From an optimization exercise on the open Yosys and OpenROAD flow, aimed at small area, a short achievable clock period and few clock cycles per item; shortcuts taken in it are not production practice.
Only simulation tests tie the RTL to the original design; equivalence was not proved.
No activity file was given, so power comes from the tool's default toggle rates.

[config.mk]
export PLATFORM = sky130hd
export DESIGN_NAME = sio_core
export DESIGN_NICKNAME = sio_core
export VERILOG_FILES = /design/flow/design.v
export SDC_FILE = /design/flow/constraint.sdc
export NUM_CORES = 4
export LEC_CHECK = 0
export CAP_MARGIN = 20
export CORE_MARGIN = 2
export CORE_UTILIZATION = 40
export SLEW_MARGIN = 20
[constraint.sdc]
create_clock -name core_clock -period 10.0 [get_ports {clk}]
set_input_delay 2.0000 -clock core_clock [delete_from_list [all_inputs] [get_ports {clk}]]
set_output_delay 2.0000 -clock core_clock [all_outputs]
set_load 0.01 [all_outputs]
[design.v]
module sio_core (
    input  wire        clk,
    input  wire        rst,
    input  wire        req_valid,
    output wire        req_ready,
    input  wire        req_evt,
    input  wire [63:0] req_data,
    input  wire        din_valid,
    output wire        din_ready,
    input  wire [7:0]  din,
    output reg         dout_valid,
    output reg  [7:0]  dout,
    output reg         rsp_valid,
    output reg  [31:0] rsp,
    output reg         adp_valid,
    output reg  [15:0] adp,
    output wire        mat_req,
    output wire [7:0]  mat_len,
    input  wire [7:0]  mat_addr,
    output wire [7:0]  mat_data,
    input  wire        mat_ack,
    input  wire [31:0] mat_res
);
    localparam K    = 5;
    localparam CAP  = 1 << K;
    localparam [K-1:0] USABLE = CAP - 1;
    localparam [7:0] OP_OCCUPIED = 8'h01, OP_CAPUSE  = 8'h02, OP_ISFULL = 8'h03,
                     OP_PUSH     = 8'h04, OP_PEEK    = 8'h05, OP_POP    = 8'h06,
                     OP_WRITE    = 8'h10, OP_READ    = 8'h11,
                     OP_ENTX     = 8'h12, OP_DISTX   = 8'h13,
                     OP_ENRX     = 8'h14, OP_DISRX   = 8'h15,
                     OP_STATUS   = 8'h16, OP_FIND    = 8'h20;
    localparam [1:0] ST_IDLE = 2'd0, ST_TX = 2'd1, ST_RX = 2'd2, ST_ERR = 2'd3;
    localparam [7:0] CV_OVERFLOW = 8'd3, CV_UNDERFLOW = 8'd4, CV_STATE = 8'd5,
                     CV_MATCHER  = 8'd6, CV_ILLEGAL   = 8'd7;
    localparam [15:0] ADP_TX_ABORT = 16'h0002, ADP_RX_ONE = 16'h0003,
                      ADP_RX_ABORT = 16'h0004;
    localparam [3:0] S_IDLE  = 4'd0,
                     S_DEC   = 4'd1,
                     S_DIN   = 4'd2,
                     S_DOUT  = 4'd3,
                     S_MAT   = 4'd4,
                     S_KICK1 = 4'd5,
                     S_KICK2 = 4'd6,
                     S_ENRX2 = 4'd7,
                     S_POST  = 4'd8;
    reg [7:0]   rxq_mem [0:CAP-1];
    reg [7:0]   txq_mem [0:CAP-1];
    reg [K-1:0] rx_start, rx_end, tx_start, tx_end;
    reg [1:0]   status;
    reg         rx_enabled, tx_enabled;
    reg         fault;
    reg [7:0]   fault_cause;
    reg [3:0]   state;
    reg         t_evt;
    reg [63:0]  t_word;
    reg [23:0]  cnt;         
    reg [23:0]  len;         
    reg [23:0]  keep;        
    reg [K-1:0] rd_ptr;      
    reg         do_pop;      
    reg [30:0]  rsp_value;   
    wire [7:0]  opc   = t_word[7:0];
    wire        qsel  = t_word[8];
    wire [6:0]  resv  = t_word[15:9];
    wire [23:0] n_fld = t_word[39:16];
    wire [23:0] o_fld = t_word[63:40];
    wire [7:0]  ev_code = t_word[7:0];
    wire [7:0]  ev_byte = t_word[15:8];
    wire [K-1:0] rx_occ = rx_end - rx_start;
    wire [K-1:0] tx_occ = tx_end - tx_start;
    wire         rx_full = (rx_occ == USABLE);
    wire [K-1:0] q_start = qsel ? tx_start : rx_start;
    wire [K-1:0] q_end   = qsel ? tx_end   : rx_end;
    wire [K-1:0] q_occ   = q_end - q_start;
    wire fmt_q   = (resv == 7'd0) && (n_fld == 24'd0) && (o_fld == 24'd0);
    wire fmt_qn  = (resv == 7'd0) && (o_fld == 24'd0);
    wire fmt_qon = (resv == 7'd0);
    wire fmt_z   = !qsel && fmt_q;
    wire fmt_n   = !qsel && fmt_qn;
    reg cmd_legal;
    always @(*) begin
        case (opc)
            OP_OCCUPIED, OP_CAPUSE, OP_ISFULL:  cmd_legal = fmt_q;
            OP_PUSH, OP_POP, OP_FIND:           cmd_legal = fmt_qn;
            OP_PEEK:                            cmd_legal = fmt_qon;
            OP_WRITE, OP_READ:                  cmd_legal = fmt_n;
            OP_ENTX, OP_DISTX, OP_ENRX, OP_DISRX, OP_STATUS:
                                                cmd_legal = fmt_z;
            default:                            cmd_legal = 1'b0;
        endcase
    end
    wire evt_legal = (ev_code == 8'h01) || (ev_code == 8'h02 && ev_byte == 8'h00);
    wire [24:0] push_need  = {20'd0, q_occ} + {1'b0, n_fld};
    wire        push_bad   = push_need > {20'd0, USABLE};
    wire [24:0] peek_need  = {1'b0, o_fld} + {1'b0, n_fld};
    wire        peek_bad   = {20'd0, q_occ} < peek_need;
    wire        pop_bad    = {19'd0, q_occ} < n_fld;
    wire [K-1:0] tx_free   = USABLE - tx_occ;
    wire [23:0] write_m    = (n_fld < {19'd0, tx_free}) ? n_fld : {19'd0, tx_free};
    wire [23:0] read_m     = (n_fld < {19'd0, rx_occ})  ? n_fld : {19'd0, rx_occ};
    wire        r_neg   = mat_res[31];
    wire        r_zero  = (mat_res == 32'd0);
    wire [32:0] r_drop  = r_zero ? 33'd1 : (33'd0 - {mat_res[31], mat_res});
    wire [K-1:0] ff_d   = (r_drop < {28'd0, q_occ}) ? r_drop[K-1:0] : q_occ;
    wire        dc_small = {8'd0, n_fld} < mat_res;        
    wire        r_big    = mat_res > {27'd0, q_occ};
    assign req_ready = (state == S_IDLE);
    assign din_ready = (state == S_DIN);
    wire   req_fire  = req_valid && req_ready;
    wire   din_fire  = din_valid && din_ready;
    assign mat_req  = (state == S_MAT);
    assign mat_len  = {3'd0, q_occ};
    wire [K-1:0] view_slot = q_start + mat_addr[K-1:0];
    assign mat_data = qsel ? txq_mem[view_slot] : rxq_mem[view_slot];
    wire [7:0] rd_byte = qsel ? txq_mem[rd_ptr] : rxq_mem[rd_ptr];
    wire [7:0] tx_head = txq_mem[tx_start];
    always @(posedge clk) begin
        if (rst) begin
            state       <= S_IDLE;
            rx_start    <= {K{1'b0}};
            rx_end      <= {K{1'b0}};
            tx_start    <= {K{1'b0}};
            tx_end      <= {K{1'b0}};
            status      <= ST_IDLE;
            rx_enabled  <= 1'b0;
            tx_enabled  <= 1'b0;
            fault       <= 1'b0;
            fault_cause <= 8'd0;
            dout_valid  <= 1'b0;
            rsp_valid   <= 1'b0;
            adp_valid   <= 1'b0;
        end else begin
            dout_valid <= 1'b0;
            rsp_valid  <= 1'b0;
            adp_valid  <= 1'b0;
            case (state)
            S_IDLE: begin
                if (req_fire) begin
                    t_evt  <= req_evt;
                    t_word <= req_data;
                    state  <= S_DEC;
                end
            end
            S_DEC: begin
                state <= S_IDLE;
                if (fault) begin
                    rsp_valid <= 1'b1;
                    rsp       <= t_evt ? 32'd0 : {1'b1, 23'd0, fault_cause};
                end else if (t_evt) begin
                    rsp_valid <= 1'b1;
                    rsp       <= 32'd0;
                    if (!evt_legal) begin
                        fault       <= 1'b1;
                        fault_cause <= CV_ILLEGAL;
                        status      <= ST_ERR;
                    end else if (ev_code == 8'h01) begin
                        if (status != ST_RX) begin
                            fault       <= 1'b1;
                            fault_cause <= CV_STATE;
                            status      <= ST_ERR;
                        end else if (!rx_full) begin
                            rxq_mem[rx_end] <= ev_byte;
                            rx_end    <= rx_end + 1'b1;
                            adp_valid <= 1'b1;
                            adp       <= ADP_RX_ONE;
                        end else begin
                            rx_enabled <= 1'b0;
                            adp_valid  <= 1'b1;
                            adp        <= ADP_RX_ABORT;
                            status     <= ST_IDLE;
                        end
                    end else begin
                        if (status != ST_TX) begin
                            fault       <= 1'b1;
                            fault_cause <= CV_STATE;
                            status      <= ST_ERR;
                        end else if (tx_occ == {K{1'b0}}) begin
                            if (rx_enabled && !rx_full) begin
                                adp_valid <= 1'b1;
                                adp       <= ADP_RX_ONE;
                                status    <= ST_RX;
                            end else begin
                                status    <= ST_IDLE;
                            end
                        end else begin
                            tx_start  <= tx_start + 1'b1;
                            adp_valid <= 1'b1;
                            adp       <= {tx_head, 8'h01};
                        end
                    end
                end else if (!cmd_legal) begin
                    fault       <= 1'b1;
                    fault_cause <= CV_ILLEGAL;
                    rsp_valid   <= 1'b1;
                    rsp         <= {1'b1, 23'd0, CV_ILLEGAL};
                end else begin
                    rsp_value <= 31'd0;
                    cnt       <= 24'd0;
                    case (opc)
                    OP_OCCUPIED: begin
                        rsp_valid <= 1'b1;
                        rsp       <= {27'd0, q_occ};
                    end
                    OP_CAPUSE: begin
                        rsp_valid <= 1'b1;
                        rsp       <= {27'd0, USABLE};
                    end
                    OP_ISFULL: begin
                        rsp_valid <= 1'b1;
                        rsp       <= {31'd0, q_occ == USABLE};
                    end
                    OP_PUSH: begin
                        if (push_bad) begin
                            fault       <= 1'b1;
                            fault_cause <= CV_OVERFLOW;
                            rsp_valid   <= 1'b1;
                            rsp         <= {1'b1, 23'd0, CV_OVERFLOW};
                        end else begin
                            len   <= n_fld;
                            keep  <= n_fld;
                            state <= (n_fld == 24'd0) ? S_POST : S_DIN;
                        end
                    end
                    OP_PEEK, OP_POP: begin
                        if (opc == OP_PEEK ? peek_bad : pop_bad) begin
                            fault       <= 1'b1;
                            fault_cause <= CV_UNDERFLOW;
                            rsp_valid   <= 1'b1;
                            rsp         <= {1'b1, 23'd0, CV_UNDERFLOW};
                        end else begin
                            len    <= n_fld;
                            rd_ptr <= q_start + ((opc == OP_PEEK) ? o_fld[K-1:0] : {K{1'b0}});
                            do_pop <= (opc == OP_POP);
                            state  <= (n_fld == 24'd0) ? S_POST : S_DOUT;
                        end
                    end
                    OP_WRITE: begin
                        len       <= n_fld;
                        keep      <= write_m;
                        rsp_value <= {7'd0, write_m};
                        state     <= (n_fld == 24'd0) ? S_POST : S_DIN;
                    end
                    OP_READ: begin
                        len       <= read_m;
                        rsp_value <= {7'd0, read_m};
                        rd_ptr    <= rx_start;
                        do_pop    <= 1'b1;
                        state     <= (read_m == 24'd0) ? S_POST : S_DOUT;
                    end
                    OP_ENTX: begin
                        tx_enabled <= 1'b1;
                        state      <= S_KICK1;
                    end
                    OP_DISTX: begin
                        tx_enabled <= 1'b0;
                        rsp_valid  <= 1'b1;
                        rsp        <= 32'd0;
                        if (status == ST_TX) begin
                            adp_valid <= 1'b1;
                            adp       <= ADP_TX_ABORT;
                            status    <= ST_IDLE;
                        end
                    end
                    OP_ENRX: begin
                        rx_enabled <= 1'b1;
                        if (status == ST_TX) begin
                            adp_valid <= 1'b1;
                            adp       <= ADP_TX_ABORT;
                            status    <= ST_IDLE;
                            state     <= S_ENRX2;
                        end else begin
                            rsp_valid <= 1'b1;
                            rsp       <= 32'd0;
                            if (status == ST_IDLE) begin
                                adp_valid <= 1'b1;
                                adp       <= ADP_RX_ONE;
                                status    <= ST_RX;
                            end
                        end
                    end
                    OP_DISRX: begin
                        rx_enabled <= 1'b0;
                        rsp_valid  <= 1'b1;
                        rsp        <= 32'd0;
                        if (status == ST_RX) begin
                            adp_valid <= 1'b1;
                            adp       <= ADP_RX_ABORT;
                            status    <= ST_IDLE;
                        end
                    end
                    OP_STATUS: begin
                        rsp_valid <= 1'b1;
                        rsp       <= {30'd0, status};
                    end
                    OP_FIND: begin
                        state <= S_MAT;
                    end
                    default: begin
                        rsp_valid <= 1'b1;
                        rsp       <= 32'd0;
                    end
                    endcase
                end
            end
            S_DIN: begin
                if (din_fire) begin
                    if (cnt < keep) begin
                        if (qsel || opc == OP_WRITE) begin
                            txq_mem[tx_end] <= din;
                            tx_end <= tx_end + 1'b1;
                        end else begin
                            rxq_mem[rx_end] <= din;
                            rx_end <= rx_end + 1'b1;
                        end
                    end
                    cnt <= cnt + 1'b1;
                    if (cnt + 1'b1 == len)
                        state <= S_POST;
                end
            end
            S_DOUT: begin
                dout_valid <= 1'b1;
                dout       <= rd_byte;
                rd_ptr     <= rd_ptr + 1'b1;
                if (do_pop) begin
                    if (qsel)
                        tx_start <= tx_start + 1'b1;
                    else
                        rx_start <= rx_start + 1'b1;
                end
                cnt <= cnt + 1'b1;
                if (cnt + 1'b1 == len)
                    state <= S_POST;
            end
            S_MAT: begin
                if (mat_ack) begin
                    if (r_neg || r_zero) begin
                        if (qsel)
                            tx_start <= tx_start + ff_d;
                        else
                            rx_start <= rx_start + ff_d;
                        rsp_valid <= 1'b1;
                        rsp       <= 32'd0;
                        state     <= S_IDLE;
                    end else if (dc_small) begin
                        rsp_valid <= 1'b1;
                        rsp       <= 32'd0;
                        state     <= S_IDLE;
                    end else if (r_big) begin
                        fault       <= 1'b1;
                        fault_cause <= CV_MATCHER;
                        rsp_valid   <= 1'b1;
                        rsp         <= {1'b1, 23'd0, CV_MATCHER};
                        state       <= S_IDLE;
                    end else begin
                        len       <= mat_res[23:0];
                        rsp_value <= mat_res[30:0];
                        rd_ptr    <= q_start;
                        do_pop    <= 1'b1;
                        state     <= S_DOUT;
                    end
                end
            end
            S_POST: begin
                if (!t_evt && opc == OP_WRITE && tx_enabled) begin
                    state <= S_KICK1;
                end else begin
                    rsp_valid <= 1'b1;
                    rsp       <= {1'b0, rsp_value};
                    state     <= S_IDLE;
                end
            end
            S_KICK1: begin
                if (status == ST_RX) begin
                    adp_valid <= 1'b1;
                    adp       <= ADP_RX_ABORT;
                    status    <= ST_IDLE;
                end
                state <= S_KICK2;
            end
            S_KICK2: begin
                if (status == ST_IDLE && tx_occ != {K{1'b0}}) begin
                    tx_start  <= tx_start + 1'b1;
                    adp_valid <= 1'b1;
                    adp       <= {tx_head, 8'h01};
                    status    <= ST_TX;
                end
                rsp_valid <= 1'b1;
                rsp       <= {1'b0, rsp_value};
                state     <= S_IDLE;
            end
            S_ENRX2: begin
                adp_valid <= 1'b1;
                adp       <= ADP_RX_ONE;
                status    <= ST_RX;
                rsp_valid <= 1'b1;
                rsp       <= 32'd0;
                state     <= S_IDLE;
            end
            default: state <= S_IDLE;
            endcase
        end
    end
endmodule
[run.sh]
#!/bin/bash
# synth_recipe.tcl (not shown) runs the flow's synth.tcl, then flattens the netlist and writes it again
# the make line also repeats each setting of config.mk as NAME=value (left out here)
make -C /OpenROAD-flow-scripts/flow DESIGN_CONFIG=/design/flow/config.mk WORK_HOME=/design/flow/orfs CLKGATE_MAP_FILE= SYNTH_SCRIPT=/design/flow/synth_recipe.tcl finish
==> notes.md <==
The die span in x was 337 um. Most frequently used flop master after synthesis: edfxtp_1. Sorting the synthesized cells by area gives the leading types as edfxtp_1, mux4_2, ha_1. The post-synthesis share of cell area spent on xor and xnor gates is 1.72%, and the remaining routing DRC violations is 0.

Global-route usage over all layers: 23.9%. The number of setup buffers added after CTS is 0. After Yosys synthesis, full adders, half adders and majority gates account for 4.36% of the synthesized area. The depth of the worst hold-timing path was 2. The logs give 110000 um^2 for the area inside the core boundary and 0.117 GHz for the highest attainable clock frequency. The number of pins exceeding their max-slew limit in the final report is 0, and the number of cells on the worst reg-to-reg path is 19. The clock-pin slew on the worst setup and hold paths was 0.06 ns. The tools report the number of global-route vias before repair as 29470.

For this block, the initial DRC count from the detailed router was 3052. After clock tree synthesis, the flow added hold-fix buffers numbering 0. Summed over all layers, the global routing overflow is 0. Dividing the detail-routed wire length by the instance count gives 27.9 um. The flow ran to the end and the layout has no timing, DRC or antenna violations. The final layout contains 3551 nets. The total non-filler cell area in the finished layout is 51300 um^2, and the floorplan row count is 122. The most common cell in the synthesized netlist is edfxtp_1.

Across the run, the number of max-cap violations was 0. Yosys mapped a number of flops with a built-in enable equal to 742. The netlist area before placement was 44300 um^2. In the final timing run, aggregate negative setup slack is 0 ns. The synthesized netlist contains 87 unique library cells.

The final critical path takes up 85.5% of the cycle. Once detailed placement completed, the half-perimeter wirelength came to 92900 um. The die is 337 um tall. The logs give 22.1% for the remaining max-slew budget at the tightest pin and 156 uV for the largest voltage drop on the vdd net. 196 I/O pins were placed. The classification of the worst-slack hold path was reg2reg. Entering global routing, the biggest net connects 70 pins. In this run the worst path has a maximum fanout of 34.

Of the total synthesized cell area, the portion taken by AND, OR, NAND and NOR gates is 9.22%. The number of register bits inferred by synthesis is 787. The area enclosed by the die boundary was 113000 um^2; the via count normalized by instance count was 6.11. The average cell area after synthesis was 14.3 um^2; the deepest level of the CTS H-tree was 3. No sink is reached through more buffers than the 3 on the longest clock path. The run gives 89 as the TritonCTS buffer count. By area, the combinational part of the netlist is dominated by multiplexers. The total of fill cells in the finished design is 9705, and the async set-reset flop share out of synthesis is 0%. For the final weighted congestion of routability-driven global placement, the log shows 0.932. The final-report hold violation count is 0, and the synthesized-area fraction occupied by ao, oa, aoi and oai cells is 7.54%. The synthesized design spends more area on one cell type than any other, namely edfxtp_1.

Setup violations remaining at the end of the flow were counted as 0. For the post-detailed-routing wire length, the log shows 135000 um. At the worst endpoint, the required time is 8.00 ns. Wire length of the first global-routing pass: 197000 um. For this design the ratio of total power to cell area is 158 nW/um^2. The total via count in the routed design is 29631, and the post-cts repair resize count is 0. The final critical-path required period is 8.55 ns. The worst endpoint data arrival time is 6.55 ns, and the fraction of post-synthesis cell area in the top cell type by area is 50.3%. For this configuration, the core starts out at a cell density of 40.2%. The clock arrives with 0.0471 ns of skew. At the pin with the least slew margin, the transition time is 1.17 ns.

The root buffer cell chosen for the clock tree is clkbuf_16. The sort of element at the end of the critical path was an output pin. The run gives 48200 um^2 as the post-detailed-placement cell area. The count of nets left with antenna violations once routing finished came out at 0.

The analysis attributes to cell leakage a power of 16.8 nW. The worst setup path is launched from a primary input. The clock insertion delay at the later pin of the skew report is 0.70 ns, and the layout-stage area growth over the synthesis result is 15.7%.

TritonCTS built the clock tree. The critical path in this run is classified as in2out. After synthesis, the most frequently instantiated cells are edfxtp_1, mux4_2, nor2_1. The clock sink count was 787; the multiplexer share of the synthesized area was 22.3%.

Setup repair after global routing left no endpoint under its margin. Cells with a size suffix above 1 make up 21.6% of the layout. The Yosys warning count is 1, and the number of input and output port buffers inserted is 189.

The run gives 7 as the number of antenna violations at the first check in global routing. Gate count after technology mapping: 3098. For the sequential share of the synthesized area, the log shows 52.3%. The first detailed-routing pass took 6 iterations.
-- registers in the layout (all words and copies together), names as in the netlist, 3 cells and up, named ones only --
signal / count
cnt: 24
rsp_value: 31
keep: 24
fault_cause: 3
state: 4
rsp: 32
tx_end: 5
dout: 8
adp: 16
rx_start: 5
rx_end: 5
len: 24
t_word: 64
txq_mem: 256
tx_start: 5
rd_ptr: 5
rxq_mem: 256
-- stage by stage --
step	instances	util (%)	setup slack [ns]	power [W]	hold WS, ns
after floorplan	3100	-	1.10	0.00438	0.428
after global placement	4672	43.6	1.49	0.00476	0.474
after detailed placement	4679	43.7	1.51	0.00476	0.470
after CTS	4843	46.5	1.50	0.00816	0.480
after global routing	4845	46.5	1.39	0.00838	0.515
final	4846	46.5	1.45	0.00811	0.485
-- where the power goes --
group	internal [W]	total, W	leakage [nW]	switching, W
Combinational	0.000460	0.000985	8.29	0.000525
Sequential	0.00364	0.00371	7.09	0.0000688
Clock	0.00198	0.00341	1.47	0.00143
-- routing by layer --
metal	part of all wire [%]	global-route usage, %	vias up	wire (um)
li1	-	-	12899	-
met1	40	31.3	15174	53400
met2	49	39.4	1311	65600
met3	8.4	4.80	241	11400
met4	3.5	8.68	6	4730
met5	0.030	0	-	41
-- layout make-up --
cell class	instances	area [um^2]	area share (%)
Antenna cell	1	2.50	0.00488
Timing Repair Buffer	269	2540	4.95
Sequential cell	787	23200	45.3
Multi-Input combinational cell	2022	20200	39.4
Clock inverter	59	734	1.43
Tap cell	1488	1860	3.63
Clock buffer	105	2300	4.48
Inverter	115	432	0.842
-- cell families (layout without fill, tap and decap cells) --
kind of cell	after synthesis	after routing
flops	787	787
compound gates	506	506
buf+inv	291	548
other cells	1	4
xor+xnor	87	87
mux	465	465
simple gates	812	812
fa+ha+maj	149	149
-- path summary, 6_finish.rpt --
path,startpoint,endpoint,slack (ns)
worst max register to register,t_word[8],len[22],2.73
worst min register to register,fault_cause[2],fault_cause[2],0.49
worst min-delay path,fault_cause[2],fault_cause[2],0.49
worst max-delay path,mat_addr[0],mat_data[6],1.45
-- critical path: stages --
cell,delay (ns)
clkdlybuf4s50_1,0.57
ha_4,0.25
fa_4,1.20
buf_4,0.44
mux4_2,0.36
mux4_2,0.54
mux4_2,0.60
clkdlybuf4s50_1,0.52
-- layout by cell type (no fill, tap or decap), drive strengths merged, types with 9 or more instances in the layout --
cell type      netlist  layout
xnor2               56      56
a21o                65      65
o22ai               10      10
and2                63      63
or3                 18      18
buf                 48      81
clkbuf             128     105
nor2b               21      21
nor3b                9       9
xor2                31      31
nand3b              12      12
nand2b              27      27
edfxtp             742     742
nor4                37      37
or2                 11      11
mux4               416     416
a21oi              140     140
nand2              135     135
mux2                20      20
clkinv               0      37
clkdlybuf4s50        0     188
nand4               41      41
nor3                52      52
and3                24      24
fa                   9       9
inv                115     120
mux2i               29      29
nand3               67      67
or4                 14      14
nor2               257     257
a22oi               16      16
a211oi              22      22
o21a                14      14
ha                 140     140
o21ai              108     108
a31oi               12      12
bufinv               0      12
dfxtp               45      45
o211ai              14      14
a211o                9       9
Testbench counts, summed over its fixed seeds: cycles 13,431, txns 3,200.

[static timing again, ports no longer ideal]
Ports are ideal in the flow. The routed layout listed here was re-timed in OpenROAD.
Step 1 assumes that a clkbuf_16 drives the clock port and a buf_2 every other input.
Step 2, shift: input delay + t, output delay - t, t = (earliest + latest rising clock arrival at the registers) / 2. This alone moves slack from input paths to output paths.
Slacks: ideal ports / drivers / drivers and shift; pairs: ideal ports / drivers.
shift t [ns]: 0.756
slack for setup (ns): 1.451 / 1.421 / 1.421
hold slack, ns: 0.485 / 0.485 / 0.485
After both steps this run still meets setup and hold. The setup slack of this run moves by -0.030 ns with the drivers and by -0.030 ns with both steps.
